Context: an optimization exercise on an open-source flow, tuned for a short achievable clock period and few clock cycles. The choices shown serve that exercise and are no tape-out recipe.
The RTL was checked by simulation tests, not by an equivalence proof against the original design.
No activity file was given, so power comes from the tool's default toggle rates.

==> flow/design.v (excerpt) <==
module cpusim_core (
    input  wire        clk,
    input  wire        rst,         
    output wire        mem_re,
    output wire [9:0]  mem_raddr,
    input  wire [31:0] mem_rdata,
    output wire        mem_we,
    output wire [9:0]  mem_waddr,
    output wire [31:0] mem_wdata,
    output wire        out_valid,
    output wire [1:0]  out_reg,
    output wire [31:0] out_data,
    output wire        halted,
    output wire [2:0]  fault,
    input  wire [2:0]  dbg_sel,
    output reg  [31:0] dbg_data
);
export LEC_CHECK = 0
export ABC_CLOCK_PERIOD_IN_PS = 4000
export CAP_MARGIN = 20
export CORE_MARGIN = 2
export CORE_UTILIZATION = 40
export SETUP_SLACK_MARGIN = 5
export SLEW_MARGIN = 20
create_clock -name core_clock -period 10.0 [get_ports {clk}]
run.sh (not shown) runs the stock make flow with config.mk's settings and CLKGATE_MAP_FILE= SYNTH_SCRIPT=/design/flow/synth_recipe.tcl, a recipe that flattens the netlist after the stock synthesis.
Testbench counts at the start, summed over its fixed seeds: cycles 65,573.
Edit:
--- a/flow/design.v
+++ b/flow/design.v
@@ -378,31 +378,34 @@
     wire st_read = e_act & e_miss & ~e_ph;                    
     assign mem_re    = 1'b1;
     assign mem_raddr = st_read ? sp : (e_stall ? d_pc[9:0] : fa[9:0]);
     assign mem_we    = e_act & (e_store | e_push | e_call) & e_ok & ~st_oob;
     assign mem_waddr = e_wa;
     assign mem_wdata = e_wd;
     assign out_valid = e_act & e_out & e_ok;
     assign out_reg   = e_rd;
     assign out_data  = e_wd;
     assign halted = halted_r | (e_act & (~e_ok | e_halt));
     assign fault  = halted_r ? fault_r : (e_ok ? F_NONE : e_fpre);
-    always @(*)
-        dbg_data = ({32{dbg_sel == 3'd0}} & x[0]) |
-                   ({32{dbg_sel == 3'd1}} & x[1]) |
-                   ({32{dbg_sel == 3'd2}} & x[2]) |
-                   ({32{dbg_sel == 3'd3}} & x[3]) |
-                   ({32{dbg_sel == 3'd4}} & e_pc) |
-                   ({32{dbg_sel == 3'd5}} & {22'd0, sp}) |
-                   ({32{dbg_sel == 3'd6}} & {29'd0, flag_o, flag_n, flag_z}) |
-                   ({32{dbg_sel == 3'd7}} & 32'h0000_0300);
+    always @(*) begin
+        case (dbg_sel)
+            3'd0: dbg_data = x[0];
+            3'd1: dbg_data = x[1];
+            3'd2: dbg_data = x[2];
+            3'd3: dbg_data = x[3];
+            3'd4: dbg_data = e_pc;
+            3'd5: dbg_data = {22'd0, sp};
+            3'd6: dbg_data = {29'd0, flag_o, flag_n, flag_z};
+            default: dbg_data = 32'h0000_0300;    
+        endcase
+    end
     wire e_commit = e_done & e_ok;
     integer i;
     always @(posedge clk) begin
         if (rst) begin
             halted_r <= 1'b0;
             fault_r  <= F_NONE;
             x[0] <= 32'd0;
             x[1] <= 32'd0;
             x[2] <= 32'd0;
             x[3] <= 32'd0;
             x_sm <= 4'hf;
The new run completed without violations.
Utilization barely changes.
Die area hardly moves.
Clock-buffer cell count rose by 5.
Global-route usage fell by 2.3 points.
Flip-flop and latch count is unchanged.
Testbench counts after the change, summed over its fixed seeds: cycles 65,573.

Another version of the RTL of cpusim_core (not shown whole).
For scale: ~15,000 cells after synthesis, about 1,800 flip-flops, about 150,000 µm² of cells after synthesis.
==> flow/design.v (excerpt) <==
module cpusim_core (
    input  wire        clk,
    input  wire        rst,         
    output wire        mem_re,
    output wire [9:0]  mem_raddr,
    input  wire [31:0] mem_rdata,
    output wire        mem_we,
    output wire [9:0]  mem_waddr,
    output wire [31:0] mem_wdata,
    output wire        out_valid,
    output wire [1:0]  out_reg,
    output wire [31:0] out_data,
    output wire        halted,
    output wire [2:0]  fault,
    input  wire [2:0]  dbg_sel,
    output reg  [31:0] dbg_data
);
==> flow/config.mk <==
export PLATFORM = sky130hd
export DESIGN_NAME = cpusim_core
export DESIGN_NICKNAME = cpusim_core
export VERILOG_FILES = /design/flow/design.v
export SDC_FILE = /design/flow/constraint.sdc
export NUM_CORES = 4
export LEC_CHECK = 0
export ABC_CLOCK_PERIOD_IN_PS = 4000
export CAP_MARGIN = 20
export CORE_MARGIN = 2
export CORE_UTILIZATION = 40
export SETUP_SLACK_MARGIN = 5
export SLEW_MARGIN = 20
==> flow/constraint.sdc <==
create_clock -name core_clock -period 10.0 [get_ports {clk}]
set_input_delay 2.0000 -clock core_clock [delete_from_list [all_inputs] [get_ports {clk}]]
set_output_delay 2.0000 -clock core_clock [all_outputs]
set_load 0.01 [all_outputs]
Testbench counts at the start, summed over its fixed seeds: cycles 65,592.
Edit:
--- a/flow/design.v
+++ b/flow/design.v
@@ -217,20 +217,12 @@
             3'd4:    begin dv_rem0 = dv_a >> 20; dv_ab0 = {dv_a[19:0], 12'd0}; end
             3'd5:    begin dv_rem0 = dv_a >> 24; dv_ab0 = {dv_a[23:0], 8'd0};  end
             3'd6:    begin dv_rem0 = dv_a >> 28; dv_ab0 = {dv_a[27:0], 4'd0};  end
             default: begin dv_rem0 = 32'd0;      dv_ab0 = dv_a;                end
         endcase
     end
-    wire [35:0] dv_b1x = {4'd0, dv_b};
-    wire [35:0] dv_b2x = {3'd0, dv_b, 1'b0};
-    wire [35:0] dv_b4x = {2'd0, dv_b, 2'b0};
-    wire [35:0] dv_b8x = {1'd0, dv_b, 3'b0};
-    wire [35:0] dv_c11s = dv_b8x ^ dv_b1x ^ dv_b2x;
-    wire [35:0] dv_c11c = {((dv_b8x[34:0] & dv_b1x[34:0]) | (dv_b8x[34:0] & dv_b2x[34:0]) | (dv_b1x[34:0] & dv_b2x[34:0])), 1'b0};
-    wire [35:0] dv_c13s = dv_b8x ^ dv_b1x ^ dv_b4x;
-    wire [35:0] dv_c13c = {((dv_b8x[34:0] & dv_b1x[34:0]) | (dv_b8x[34:0] & dv_b4x[34:0]) | (dv_b1x[34:0] & dv_b4x[34:0])), 1'b0};
     wire [35:0] dv_x = {dv_rem, dv_ab[31:28]};
     wire [35:0] dv_mul [1:15];
     assign dv_mul[1]  = {4'd0, dv_b};
     assign dv_mul[2]  = {3'd0, dv_b, 1'b0};
     assign dv_mul[3]  = dv_m3;
     assign dv_mul[4]  = {2'd0, dv_b, 2'b0};
@@ -515,14 +507,14 @@
                     dv_rem <= dv_rem0;
                     dv_ab  <= dv_ab0;
                     dv_m3  <= {4'd0, dv_b} + {3'd0, dv_b, 1'b0};
                     dv_m5  <= {4'd0, dv_b} + {2'd0, dv_b, 2'b0};
                     dv_m7  <= {1'd0, dv_b, 3'b0} - {4'd0, dv_b};
                     dv_m9  <= {1'd0, dv_b, 3'b0} + {4'd0, dv_b};
-                    dv_m11 <= dv_c11s + dv_c11c;
-                    dv_m13 <= dv_c13s + dv_c13c;
+                    dv_m11 <= {1'd0, dv_b, 3'b0} + {4'd0, dv_b} + {3'd0, dv_b, 1'b0};
+                    dv_m13 <= {1'd0, dv_b, 3'b0} + {4'd0, dv_b} + {2'd0, dv_b, 2'b0};
                     dv_m15 <= {dv_b, 4'b0} - {4'd0, dv_b};
                 end
                 DV_ITER: begin
                     dv_rem <= dv_rn;
                     dv_ab  <= {dv_ab[27:0], 4'b0000};
                     dv_q   <= {dv_q[27:0], dv_q4};
After rerunning:
- routed wire length falls by 3.1%
- cell area is lower by 0.40%
- worst setup slack hardly moves
- utilization went up by 0.13 points
- worst hold slack stays flat
- area after synthesis came out lower by 0.44%
- power shrinks by 0.52%
Testbench counts after the change, summed over its fixed seeds: cycles 65,592.

[afterwards: timing with drivers on the ports]
Ports are ideal in the flow. The routed layouts listed here were re-timed in OpenROAD.
Step 1 assumes that a clkbuf_16 drives the clock port and a buf_2 every other input.
Step 2 adds t to the input delays and takes it off the output delays; t is the mean of the earliest and latest rising clock arrival at the registers after step 1. Input paths then give back, and output paths get back, about the clock's delay inside the block.
a / b / c = no drivers / after step 1 / after step 2; a / b = the first two.
| run | shift t [ns] | setup WS [ns] | worst hold slack (ns) | slew at the worst register clock pin (ns) | cell pins on the clock port's net |
|---|---|---|---|---|---|
| the first run of note 1 | 1.077 | 4.616 / 4.551 / 3.948 | 0.471 / 0.471 / 0.471 | 0.07 / 0.07 | 1 |
| the second run of note 1 | 1.072 | 4.660 / 4.405 / 3.957 | 0.472 / 0.472 / 0.472 | 0.08 / 0.08 | 1 |
| the first run of note 2 | 1.072 | 4.680 / 4.540 / 3.928 | 0.355 / 0.355 / 0.355 | 0.07 / 0.07 | 1 |
| the second run of note 2 | 1.079 | 4.679 / 4.399 / 3.871 | 0.356 / 0.356 / 0.356 | 0.08 / 0.08 | 1 |
After both steps setup and hold are still met in every run listed. For the second run of note 2, which loses most, drivers alone change the setup slack by -0.280 ns; drivers and shift together by -0.808 ns.
